Background: an optimization exercise with open tools, aiming at small area. Do not read the settings as production practice. Power and IR drop assume default switching activity.

==> inputs of job 915 <==
==> flow/design.v <==
module bms_aoi222 (
    input  wire [2:0] a,
    input  wire [2:0] b,
    output wire       y
);
    assign y = ~|(a & b);
endmodule
module bms_module (
    input  wire        clk,
    input  wire        rst,           
    input  wire        line_in,       
    output reg         line_out,      
    output reg         line_oe,
    input  wire [15:0] meas0,
    input  wire [15:0] meas1,
    input  wire [15:0] meas2,
    input  wire [15:0] meas3,
    input  wire [15:0] meas4,
    input  wire [31:0] ver_sw,
    input  wire [15:0] ver_hw,
    input  wire [31:0] ver_sn,
    output wire [7:0]  my_addr,
    output reg         cmd_valid,
    output wire [7:0]  cmd_addr,
    output wire [2:0]  cmd_op,
    output wire [10:0] cmd_arg,
    output wire        cmd_bcast
);
    localparam BCAST      = 8'hAA;
    localparam OP_GETDATA = 3'd0;
    localparam OP_SETADDR = 3'd1;
    localparam OP_SHUNTON = 3'd2;
    localparam OP_VERSION = 3'd3;
    localparam OP_RESV    = 3'd4;
    localparam OP_ADDRMODE= 3'd5;
    localparam H_IDLE = 2'd0;
    localparam H_WAIT = 2'd1;        
    localparam H_SEND = 2'd2;
    localparam T_GET = 2'd0;
    localparam T_VER = 2'd1;
    localparam T_FWD = 2'd2;
    reg        pol;
    reg        line_prev;
    wire       lvl = (line_in == pol);
    reg        rx_on;                 
    reg        tx_busy;
    reg  [3:0] clk_cnt;               
    reg  [3:0] bitc;                  
    reg  [1:0] hstate;
    wire clk_run  = rx_on | tx_busy;
    wire tick     = clk_run && (clk_cnt == 4'd1);
    wire rx_tick  = tick && !tx_busy;
    wire tx_tick  = tick && tx_busy;
    wire send_now = (hstate == H_SEND) && !tx_busy && !rx_on;
    wire edge_evt = line_prev && !lvl && !rx_on && !tx_busy && !send_now;
    wire b_start = (bitc == 4'd15);
    wire b_stop  = (bitc == 4'd8);
    wire b_data  = !bitc[3];
    reg [10:0] dw0, dw1;
    reg  [3:0] sy0, sy1;
    reg        pa0, pa1;
    reg        nz;
    reg  [2:0] rx_count;
    reg        rx_len4;
    reg        frame_complete;
    wire       cnt4   = rx_count[2];
    wire [3:0] cpos   = {rx_count[0], bitc[2:0]} + 4'd1;      
    wire       is_dat = (cpos != 4'd1) && (cpos != 4'd2) && (cpos != 4'd4) &&
                        (cpos != 4'd8) && (cpos != 4'd0);
    wire       rx_dat = rx_tick && b_data && !cnt4;
    wire       up0    = rx_dat && !rx_count[1];
    wire       up1    = rx_dat &&  rx_count[1];
    wire       is_brk = rx_tick && b_stop && !nz && !lvl;
    wire       clr    = rst || is_brk;
    wire [3:0] sadd   = lvl ? cpos : 4'd0;
    wire [3:0] rpos   = 4'd0 - clk_cnt;
    wire       rdat   = (rpos != 4'd1) && (rpos != 4'd2) && (rpos != 4'd4) &&
                        (rpos != 4'd8) && (rpos != 4'd0);
    wire       rot    = rx_on && b_stop && rx_count[0] && rdat;
    wire       rot0   = rot && !rx_count[1];
    wire       rot1   = rot &&  rx_count[1];
    reg  [5:0]  addr;
    assign my_addr = {2'b00, addr};
    wire [10:0] d0   = dw0;
    wire [10:0] d1   = dw1;
    wire        err0 = (sy0 == 4'd0) ? pa0 : ~pa0;
    wire        err1 = (sy1 == 4'd0) ? pa1 : ~pa1;
    wire [7:0]  c_addr = d0[10:3];
    wire [2:0]  c_op   = d0[2:0];
    wire        c_wide = (c_op == OP_SETADDR) || (c_op == OP_SHUNTON);
    wire [10:0] c_arg  = c_wide ? d1 : 11'd0;
    wire recv_cond = (hstate == H_IDLE) && !tx_busy && !rx_tick && (rx_count >= 3'd2) &&
                     (rx_len4 || frame_complete);
    wire need_more = !err0 && c_wide && !cnt4;
    wire dec_ok    = !err0 && (!c_wide || (cnt4 && !err1));
    wire c_bcast   = (c_addr == BCAST);
    wire c_match   = (c_op != OP_RESV) && (c_bcast || (c_addr != 8'd0 && c_addr == my_addr));
    wire deliver   = recv_cond && dec_ok && c_match;
    assign cmd_addr  = c_addr;
    assign cmd_op    = c_op;
    assign cmd_arg   = c_arg;
    assign cmd_bcast = c_bcast;
    reg  [1:0]  rtype;
    reg  [3:0]  tx_byte;
    reg  [15:0] crc;
    reg  [5:0]  wcnt;
    function [15:0] ham_enc(input [10:0] d);
        reg p1, p2, p4, p8, q;
        begin
            p1 = d[10] ^ d[9] ^ d[7] ^ d[6] ^ d[4] ^ d[2] ^ d[0];
            p2 = d[10] ^ d[8] ^ d[7] ^ d[5] ^ d[4] ^ d[1] ^ d[0];
            p4 = d[9]  ^ d[8] ^ d[7] ^ d[3] ^ d[2] ^ d[1] ^ d[0];
            p8 = d[6]  ^ d[5] ^ d[4] ^ d[3] ^ d[2] ^ d[1] ^ d[0];
            q  = p1 ^ p2 ^ p4 ^ p8 ^ (^d);
            ham_enc = {q, d[0], d[1], d[2], d[3], d[4], d[5], d[6], p8,
                       d[7], d[8], d[9], p4, d[10], p2, p1};
        end
    endfunction
    localparam [15:0] FWD_W0 = 16'h45A4;    
    wire [15:0] fwd_w0 = FWD_W0;
    wire [15:0] fwd_w1 = ham_enc({5'd0, addr} + 11'd1);
    wire is_get = (rtype == T_GET);
    wire is_ver = (rtype == T_VER);
    wire is_fwd = (rtype == T_FWD);
    wire [2:0]  bidx = clk_cnt[3] ? clk_cnt[2:0] : bitc[2:0];
    wire [3:0]  bsel = {tx_byte[0], bidx};
    wire [17:0] bs;
    genvar gi;
    generate
        for (gi = 0; gi < 16; gi = gi + 1) begin : g_bs
            assign bs[gi] = (bsel == gi);
        end
    endgenerate
    assign bs[17:16] = 2'b00;
    wire [15:0] fw [0:11];
    assign fw[0]  = meas0;
    assign fw[1]  = meas1;
    assign fw[2]  = meas2;
    assign fw[3]  = meas3;
    assign fw[4]  = meas4;
    assign fw[5]  = ver_sw[15:0];
    assign fw[6]  = ver_sw[31:16];
    assign fw[7]  = ver_hw;
    assign fw[8]  = ver_sn[15:0];
    assign fw[9]  = ver_sn[31:16];
    assign fw[10] = crc;
    assign fw[11] = fwd_w1;
    wire [11:0] wb;
    genvar gw, gj;
    generate
        for (gw = 0; gw < 12; gw = gw + 1) begin : g_w
            wire [17:0] dd = {2'b00, fw[gw]};
            wire [5:0]  n;
            for (gj = 0; gj < 6; gj = gj + 1) begin : g_a
                bms_aoi222 u_ao (.a(dd[3*gj +: 3]), .b(bs[3*gj +: 3]), .y(n[gj]));
            end
            assign wb[gw] = ~&n;
        end
    endgenerate
    wire [5:0] an;
    bms_aoi222 u_ao_a0 (.a(addr[2:0]), .b(bs[10:8]),  .y(an[0]));
    bms_aoi222 u_ao_a1 (.a(addr[5:3]), .b(bs[13:11]), .y(an[1]));
    wire ab = ~&an[1:0];
    wire fb0 = |(fwd_w0 & bs[15:0]);
    wire [2:0] wsel = tx_byte[3:1];
    wire [14:0] ws;
    assign ws[0]  = (wsel == 3'd1) && is_get;
    assign ws[1]  = (wsel == 3'd2) && is_get;
    assign ws[2]  = (wsel == 3'd3) && is_get;
    assign ws[3]  = (wsel == 3'd4) && is_get;
    assign ws[4]  = (wsel == 3'd5) && is_get;
    assign ws[5]  = (wsel == 3'd1) && is_ver;
    assign ws[6]  = (wsel == 3'd2) && is_ver;
    assign ws[7]  = (wsel == 3'd3) && is_ver;
    assign ws[8]  = (wsel == 3'd4) && is_ver;
    assign ws[9]  = (wsel == 3'd5) && is_ver;
    assign ws[10] = (wsel == 3'd6) && !is_fwd;
    assign ws[11] = (wsel == 3'd6) && is_fwd;
    assign ws[12] = (wsel == 3'd0);
    assign ws[13] = (wsel == 3'd5) && is_fwd;
    assign ws[14] = 1'b0;
    wire [14:0] wv = {1'b0, fb0, ab, wb};
    wire [4:0] wn;
    generate
        for (gj = 0; gj < 5; gj = gj + 1) begin : g_ws
            bms_aoi222 u_ao (.a(wv[3*gj +: 3]), .b(ws[3*gj +: 3]), .y(wn[gj]));
        end
    endgenerate
    wire cbit = ~&wn;
    wire       tx_bitval = b_start ? 1'b0 : b_stop ? 1'b1 : cbit;
    wire crc_en = (bitc == 4'd0) && clk_cnt[3] && !(tx_byte[3] && tx_byte[2]);
    wire crc_fb = crc[15] ^ cbit;
    always @(posedge clk) begin
        if (clr) begin
            sy0 <= 4'd0; pa0 <= 1'b0;
            sy1 <= 4'd0; pa1 <= 1'b0;
        end else begin
            if (up0) begin
                sy0 <= sy0 ^ sadd;
                pa0 <= pa0 ^ lvl;
            end
            if (up1) begin
                sy1 <= sy1 ^ sadd;
                pa1 <= pa1 ^ lvl;
            end
        end
    end
    always @(posedge clk) begin
        if (up0 && is_dat) dw0 <= {dw0[9:0], lvl};
        if (up1 && is_dat) dw1 <= {dw1[9:0], lvl};
        if (rot0)          dw0 <= {dw0[9:0], dw0[10] ^ (sy0 == rpos)};
        if (rot1)          dw1 <= {dw1[9:0], dw1[10] ^ (sy1 == rpos)};
    end
    always @(posedge clk) begin
        if (rst) begin
            pol            <= line_in;
            line_prev      <= 1'b1;
            rx_on          <= 1'b0;
            tx_busy        <= 1'b0;
            hstate         <= H_IDLE;
            rx_count       <= 3'd0;
            rx_len4        <= 1'b0;
            frame_complete <= 1'b0;
            line_oe        <= 1'b0;
            addr           <= 6'd0;
            cmd_valid      <= 1'b0;
        end else begin
            line_prev <= lvl;
            cmd_valid <= 1'b0;
            if (edge_evt) begin
                rx_on   <= 1'b1;
                clk_cnt <= 4'd8;
                bitc    <= 4'd15;
            end else if (send_now) begin
                tx_busy <= 1'b1;
                clk_cnt <= 4'd0;
                bitc    <= 4'd15;
                tx_byte <= is_get ? 4'd1 : is_ver ? 4'd2 : 4'd10;
                crc     <= 16'd0;
            end else begin
                clk_cnt <= clk_cnt - 4'd1;
                if (tick)
                    bitc <= b_stop ? 4'd15 : bitc + 4'd1;
            end
            if (rx_tick) begin
                if (b_start) begin
                    nz <= 1'b0;
                end else if (b_data) begin
                    nz <= nz | lvl;
                end else begin
                    if (!nz && !lvl) begin
                        rx_count       <= 3'd0;
                        frame_complete <= 1'b0;
                    end else if (!cnt4) begin
                        rx_count <= rx_count + 3'd1;
                        if ((rx_count + 3'd1) == (rx_len4 ? 3'd4 : 3'd2))
                            frame_complete <= 1'b1;
                    end
                    rx_on <= 1'b0;
                end
            end
            if (tx_tick) begin
                if (tx_byte != 4'd14) begin
                    line_oe  <= 1'b1;
                    line_out <= tx_bitval ? pol : ~pol;
                    if (b_stop) tx_byte <= tx_byte + 4'd1;
                end else if (b_start) begin
                    line_oe  <= 1'b1;
                    line_out <= pol;
                end else begin
                    line_oe  <= 1'b0;
                    tx_busy  <= 1'b0;
                end
            end
            if (crc_en)
                crc <= {crc[14:0], 1'b0} ^ (crc_fb ? 16'h1021 : 16'h0000);
            case (hstate)
                H_IDLE: begin
                    if (recv_cond) begin
                        frame_complete <= 1'b0;
                        rx_len4        <= need_more;
                        if (deliver) begin
                            cmd_valid <= 1'b1;
                            case (c_op)
                                OP_GETDATA: begin
                                    rtype  <= T_GET;
                                    wcnt   <= 6'd10;
                                    hstate <= H_WAIT;
                                end
                                OP_VERSION: begin
                                    rtype  <= T_VER;
                                    wcnt   <= 6'd9;
                                    hstate <= H_WAIT;
                                end
                                OP_SETADDR: begin
                                    if (addr == 6'd0 && c_arg[10:6] == 5'd0 && c_arg[5:0] != 6'd0) begin
                                        addr   <= c_arg[5:0];
                                        rtype  <= T_FWD;
                                        wcnt   <= 6'd63;
                                        hstate <= H_WAIT;
                                    end
                                end
                                OP_ADDRMODE: addr <= 6'd0;
                                default: ;
                            endcase
                        end
                    end
                end
                H_WAIT: begin
                    wcnt <= wcnt - 6'd1;
                    if (wcnt == 6'd0)
                        hstate <= H_SEND;
                end
                default: begin
                    if (send_now)
                        hstate <= H_IDLE;
                end
            endcase
        end
    end
endmodule
==> flow/flow/run.sh <==
#!/bin/bash
# The standard layout (standard synthesis, ORFS steps), with every port
# buffered by the smallest buffer instead of the default pick.
set -euo pipefail
export BUFFER_PORTS_ARGS="-buffer_cell sky130_fd_sc_hd__buf_1"
bash standard.sh > standard_flow.log 2>&1
==> flow/standard.sh <==
#!/bin/bash
# synth_recipe.tcl (not shown) runs the flow's synth.tcl, then flattens the netlist and writes it again
# the make line also repeats each setting of config.mk as NAME=value (left out here)
make -C /OpenROAD-flow-scripts/flow DESIGN_CONFIG=/design/flow/config.mk WORK_HOME=/design/flow/orfs CLKGATE_MAP_FILE= SYNTH_SCRIPT=/design/flow/synth_recipe.tcl "${@:-finish}"
==> flow/config.mk <==
export PLATFORM = sky130hd
export DESIGN_NAME = bms_module
export DESIGN_NICKNAME = bms_module
export VERILOG_FILES = /design/flow/design.v
export SDC_FILE = /design/flow/constraint.sdc
export NUM_CORES = 4
export LEC_CHECK = 0
export CAP_MARGIN = 20
export CORE_MARGIN = 2
export CORE_UTILIZATION = 40
export CTS_BUF_LIST = sky130_fd_sc_hd__clkbuf_8
export PLACE_DENSITY = 0.6
export SLEW_MARGIN = 20
export SYNTH_HIERARCHICAL = 1
==> flow/constraint.sdc <==
create_clock -name core_clock -period 10.0 [get_ports {clk}]
set_input_delay 2.0000 -clock core_clock [delete_from_list [all_inputs] [get_ports {clk}]]
set_output_delay 2.0000 -clock core_clock [all_outputs]
set_load 0.01 [all_outputs]
==> job 4518 (differences from job 915) <==
- CTS_BUF_LIST: sky130_fd_sc_hd__clkbuf_8 -> default
==> summary of the runs <==
- Against job 915, the hold slack of job 4518 is lower by 0.0080 ns.
- Of job 915 and job 4518, job 4518 has the higher power (gap 9.3%, measured against job 4518).
- Of job 4518 and job 915, job 4518 has the higher via count (gap about 1%, measured against job 915).
- Wire length is about the same in job 4518 and job 915.
- Final cell count is the same in job 4518 and job 915.
- Sequential power is about the same in job 915 and job 4518.
- In critical path depth, job 915 and job 4518 do not differ.
- Against job 915, the core utilization of job 4518 is higher by 0.70 points.
- Fmax is about the same in job 915 and job 4518.
==> figures <==
|  | job 4518 | job 915 |
|---|---|---|
| Clock Latency Late Sink | 0.34 ns | 0.36 ns |
| Min-Delay Startpoint | dw1[9] | dw1[7] |
| Drt via density | 5.96 | 5.89 |
| Clk cell area share | 4.37% | 3.03% |
| Final period utilization | 42.2% | 42.3% |
| Avg WL per Cell | 19.3 um | 19.3 um |
| Met2 Usage GRT | 42.8% | 43.1% |
| Part of the power in registers | 42.3% | 46.5% |
| Layout non-clock buf frac | 11.0% | 11.2% |
| Status | complete, no violations | complete, no violations |
| Combinational gate power | 200 uW | 199 uW |
| Wire length on met2 | 9.55 mm | 9.77 mm |
| Power Internal | 701 uW | 622 uW |
| Worst Tran Pin Value | 1.18 ns | 1.17 ns |
| Total number of vias | 6224 | 6159 |
| Largest stage delay on the critical path | 0.60 ns | 0.62 ns |
| Post-Route Utilization | 50.6% | 49.9% |
| Global routing usage on met1 | 31.6% | 31.7% |
| Fin crit period | 4.22 ns | 4.23 ns |
| Vias in the first global route | 6271 | 6248 |
Function was not checked in any run of this note: the RTL went through the layout flow alone.

==> static timing again, ports no longer ideal <==
No port has a modelled driver above. Below, the same layouts with a new extraction and two added sets of constraints. Step 1: set_driving_cell puts a clkbuf_16 on clk and a buf_2 on each other input, an assumption about the parent block. Step 2 moves the port delays by t, midway between the first and last clock arrival at a register: inputs arrive t later, outputs are due t later. That takes back most of the time a late clock gives input paths. Three values: no drivers, after step 1, after step 2; two values: the first two.
| run | t, ns | setup slack, ns | pins driven straight from the clock port |
|---|---|---|---|
| job 915 | 0.393 | 5.771 / 5.771 / 5.615 | 1 |
| job 4518 | 0.376 | 5.776 / 5.776 / 5.592 | 1 |
After both steps setup and hold are still met in every run listed. The setup slack of job 4518, which loses most, moves by 0.000 ns with the drivers and by -0.184 ns with both steps.
